From an optimization exercise on the open Yosys and OpenROAD flow, aimed at small area; shortcuts taken in it are not production practice. In this exercise RTL edits were held to simulation tests only and were not proved equivalent to the original.

// lcdc
module lcdc (
    input  wire        clk,
    input  wire        rst,
    input  wire        tick,
    input  wire        cmd_valid,
    output wire        cmd_ready,
    input  wire [2:0]  cmd_op,
    input  wire [1:0]  cmd_line,
    input  wire [4:0]  cmd_code,
    input  wire [15:0] cmd_arg,
    output reg         done,
    output reg  [15:0] rdata,
    output wire        rs,
    output wire        rw,
    output wire [3:0]  e,
    output wire [3:0]  d_out,
    output wire        d_oe,
    input  wire [3:0]  d_in
);
Size: roughly 100 flip-flops, roughly 4600 um2 of cells after synthesis.
export LEC_CHECK = 0
export CAP_MARGIN = 20
export CORE_MARGIN = 2
export CORE_UTILIZATION = 60
export CTS_BUF_LIST = sky130_fd_sc_hd__clkbuf_8
export SLEW_MARGIN = 20
export BUFFER_PORTS_ARGS = -buffer_cell sky130_fd_sc_hd__buf_1
export CTS_ARGS = -sink_clustering_enable -repair_clock_nets -buf_list sky130_fd_sc_hd__clkbuf_8 -dont_use_dummy_load
create_clock -name core_clock -period 10.0 [get_ports {clk}]
standard.sh (not shown) runs the stock make flow with config.mk's settings and CLKGATE_MAP_FILE= SYNTH_SCRIPT=/design/flow/synth_recipe.tcl, a recipe that flattens the netlist after the stock synthesis.
==> flow/flow/run.sh <==
#!/bin/bash
# Layout flow: the standard layout (standard.sh) with three changes.
#  1. Synthesis is the standard flow's synthesis script with one difference: ABC maps the
#     logic with the area-oriented script flow/area.abc instead of ORFS's speed
#     script. ABC runs after the flip-flops are mapped, so the registers, their
#     names and cells are those of the standard synthesis.
#  2. The port buffers use the smallest buffer cell (buf_1).
#  3. The clock tree uses clkbuf_8 and inserts no dummy loads.
# Each step's full output goes to a log file in this folder (synth.log,
# layout.log); ORFS's own per-step logs are under orfs/logs/.
set -euo pipefail
W=$(pwd)
F=$W/flow

# 1. synthesis script
sed "s#^source \$::env(SCRIPTS_DIR)/synth_preamble.tcl\$#&\nlset abc_args 1 $F/area.abc#" \
    "$FLOW_HOME/scripts/synth.tcl" > "$W/synth_area.tcl"
grep -q "^lset abc_args 1 " "$W/synth_area.tcl"
sed "s#^source \$::env(SCRIPTS_DIR)/synth.tcl\$#source $W/synth_area.tcl#" \
    "$W/synth_recipe.tcl" > "$W/area_synth.tcl"
grep -q "synth_area.tcl" "$W/area_synth.tcl"
sed "s#SYNTH_SCRIPT=[^ ]*#SYNTH_SCRIPT=$W/area_synth.tcl#" "$W/standard.sh" > "$W/synth_area.sh"
grep -q "SYNTH_SCRIPT=$W/area_synth.tcl" "$W/synth_area.sh"

# 2. and 3.
cat >> "$W/config.mk" <<'EOC'
export BUFFER_PORTS_ARGS = -buffer_cell sky130_fd_sc_hd__buf_1
export CTS_ARGS = -sink_clustering_enable -repair_clock_nets -buf_list sky130_fd_sc_hd__clkbuf_8 -dont_use_dummy_load
EOC

bash "$W/synth_area.sh" synth > "$W/synth.log" 2>&1
bash "$W/standard.sh" > "$W/layout.log" 2>&1
==> flow/flow/area.abc <==
strash
&get -n
&fraig -x
&put
scorr
dc2
strash
&get -n
&deepsyn -T 10 
&put
strash
&get -n
&dch -f
&nf -R 1000 -p -F 8 -C 32
&put
Edit:
--- a/flow/design.v
+++ b/flow/design.v
@@ -61,46 +61,43 @@
     output wire        rs,
     output wire        rw,
     output wire [3:0]  e,
     output wire [3:0]  d_out,
     output wire        d_oe,
     input  wire [3:0]  d_in
 );
     localparam OP_EXEC = 3'd0, OP_STATUS = 3'd1, OP_RAMRD = 3'd2, OP_WAIT = 3'd3, OP_INIT = 3'd4;
     localparam [1:0] M_BASIC = 2'b00, M_EXT = 2'b10, M_GRAPH = 2'b11;
     localparam [2:0] C_BASIC = 3'd0, C_EXT = 3'd1, C_SELB = 3'd2, C_SELE = 3'd3,
                      C_SELG  = 3'd4, C_NOACC = 3'd5, C_READ = 3'd6, C_INIT = 3'd7;
-    localparam [2:0] S_IDLE  = 3'b000,
-                     S_PLAN  = 3'b001,   
-                     S_DWAIT = 3'b010,   
-                     S_TWAIT = 3'b011,   
-                     S_SETUP = 3'b100,
-                     S_EN1   = 3'b101,
-                     S_EN2   = 3'b111,
-                     S_HOLD  = 3'b110;   
+    localparam [2:0] S_IDLE  = 3'd0,
+                     S_PLAN  = 3'd1,   
+                     S_DWAIT = 3'd2,   
+                     S_BUS   = 3'd3,   
+                     S_TWAIT = 3'd4;   
     reg [2:0]  state;
     reg [2:0]  opc;
     reg [1:0]  line_r;
     reg        acc_two;      
     reg        acc_long;     
     reg [2:0]  init_step;    
     reg [1:0]  nib;          
+    reg [1:0]  phase;        
     reg [15:0] sh;           
     reg [10:0] rem [0:3];
     reg [1:0]  mode [0:3];
     wire st_settle = ~init_step[1];                    
     wire st_2      = init_step[1] & ~init_step[2];     
     wire st_3      = init_step[2] & init_step[0];      
     wire st_4      = init_step[2] & ~init_step[0];     
-    wire        in_bus  = state[2];
-    wire [1:0]  phase   = state[1:0];
+    wire        in_bus  = (state == S_BUS);
     wire [10:0] rem_cur = rem[line_r];
     wire        dl_ok   = (rem_cur == 11'd0);
     wire [1:0]  cur_mode = mode[line_r];
     wire [5:0]  rep     = sh[5:0];
     wire is_read = (opc == C_READ);
     wire is_init = (opc == C_INIT);
     reg        pl_cmd;       
     reg [1:0]  pl_mode;      
     reg        pl_final;     
     always @(*) begin
         pl_cmd   = 1'b0;
@@ -160,23 +157,23 @@
         .long_exec(enc_long),
         .cls      (enc_cls)
     );
     wire accept   = (state == S_IDLE) & cmd_valid;
     wire comp     = in_bus & (nib == 2'd3) & (phase == 2'b10);
     wire tw_zero  = (state == S_TWAIT) & dl_ok;
     wire tw_done  = tw_zero & (rep == 6'd0);
     wire reload   = tw_zero & (rep != 6'd0) & tick;
     wire init_acc = accept & (cmd_op == OP_INIT);
     wire        ld      = init_acc | reload | comp;
     wire [1:0]  ld_line = (state == S_IDLE) ? cmd_line : line_r;
-    wire        sel1600 = ~in_bus | long_eff;
+    wire        sel1600 = (state != S_BUS) | long_eff;
     wire        sel100  = is_init & st_settle;
     wire [10:0] ld_val  = sel1600 ? (tick ? 11'h505 : 11'h282) :    
                           sel100  ? (tick ? 11'h191 : 11'h0c8) :    
                                     (tick ? 11'h7ab : 11'h7d5);     
     integer k;
     always @(posedge clk) begin
         for (k = 0; k < 4; k = k + 1) begin
             if (rst)
                 rem[k] <= 11'd0;
             else if (ld && ld_line == k[1:0])
                 rem[k] <= ld_val;
@@ -216,43 +213,41 @@
                     if (opc == C_NOACC) begin
                         done  <= 1'b1;
                         state <= S_IDLE;
                     end else
                         state <= S_DWAIT;
                 end
                 S_DWAIT: if (dl_ok) begin
                     if (opc == C_NOACC) begin
                         done  <= 1'b1;
                         state <= S_IDLE;
                     end else
-                        state <= S_SETUP;
+                        state <= S_BUS;
                 end
                 S_TWAIT: if (tw_done) state <= S_DWAIT;
-                S_SETUP: state <= S_EN1;
-                S_EN1:   state <= S_EN2;
-                S_EN2:   state <= S_HOLD;
-                S_HOLD: if (!comp) state <= S_SETUP; else begin
+                S_BUS: if (comp) begin
                     if (is_init) begin
                         if (st_settle)
                             state <= S_TWAIT;
                         else if (st_4) begin
                             done  <= 1'b1;
                             state <= S_IDLE;
                         end else
                             state <= S_DWAIT;
                     end else if (is_read || pl_final) begin
                         done  <= 1'b1;
                         state <= S_IDLE;
                     end else
                         state <= S_PLAN;
                 end
+                default: state <= S_IDLE;
             endcase
         end
     end
     always @(posedge clk) begin
         if (rst || (accept && cmd_op == OP_STATUS))
             rdata <= 16'd0;
         else if (in_bus && is_read && phase == 2'b11)
             rdata <= {rdata[11:0], d_in};
     end
     always @(posedge clk) begin
         if (accept) begin
@@ -275,17 +270,21 @@
                 end
                 default: opc <= C_NOACC;
             endcase
         end else begin
             if (comp)
                 init_step <= {init_step[1:0], ~init_step[2]};
             if (reload)
                 sh[5:0] <= {rep[4:0], ~(rep[5] ^ rep[4])};
             else if (in_bus && cmd_acc && phase == 2'b10)
                 sh <= {sh[11:0], 4'h0};
         end
-        if (!in_bus)
-            nib <= {~two_eff, 1'b0};
-        else if (phase == 2'b10)
-            nib <= nib + 2'd1;
+        if (in_bus) begin
+            phase <= {phase[0], ~phase[1]};
+            if (phase == 2'b10)
+                nib <= nib + 2'd1;
+        end else begin
+            phase <= 2'b00;
+            nib   <= {~two_eff, 1'b0};
+        end
     end
 endmodule
Effect:
- The changed run finished clean
- clock skew decreases by 0.012 ns
- area after synthesis increases slightly
- routed wire length increases by a few percent
- clock-buffer cell count is unchanged
- final area increases slightly
- non-clock buffer count increases by 1

-- what the ideal ports hide --
In the flow no input, the clock included, has a driving cell. The finished layouts below were timed again as built, in two steps. Step 1 sets driving cells, clkbuf_16 on the clock port and buf_2 on the other inputs (assumed; they add their load-dependent delay and slew). Step 2 moves the port delays by t, midway between the first and last clock arrival at a register: inputs arrive t later, outputs are due t later. That takes back most of the time a late clock gives input paths. a / b / c = ideal ports / drivers / drivers and shift; a / b = the first two.
run | t (ns) | slack for setup (ns) | latest minus earliest clock arrival (ns)
the first run | 0.387 | 4.513 / 4.515 / 4.128 | 0.033 / 0.033
the second run | 0.388 | 4.469 / 4.436 / 4.602 | 0.021 / 0.021
After both steps every run listed still meets setup and hold. The setup slack of the first run, which loses most, moves by +0.002 ns with the drivers and by -0.385 ns with both steps.
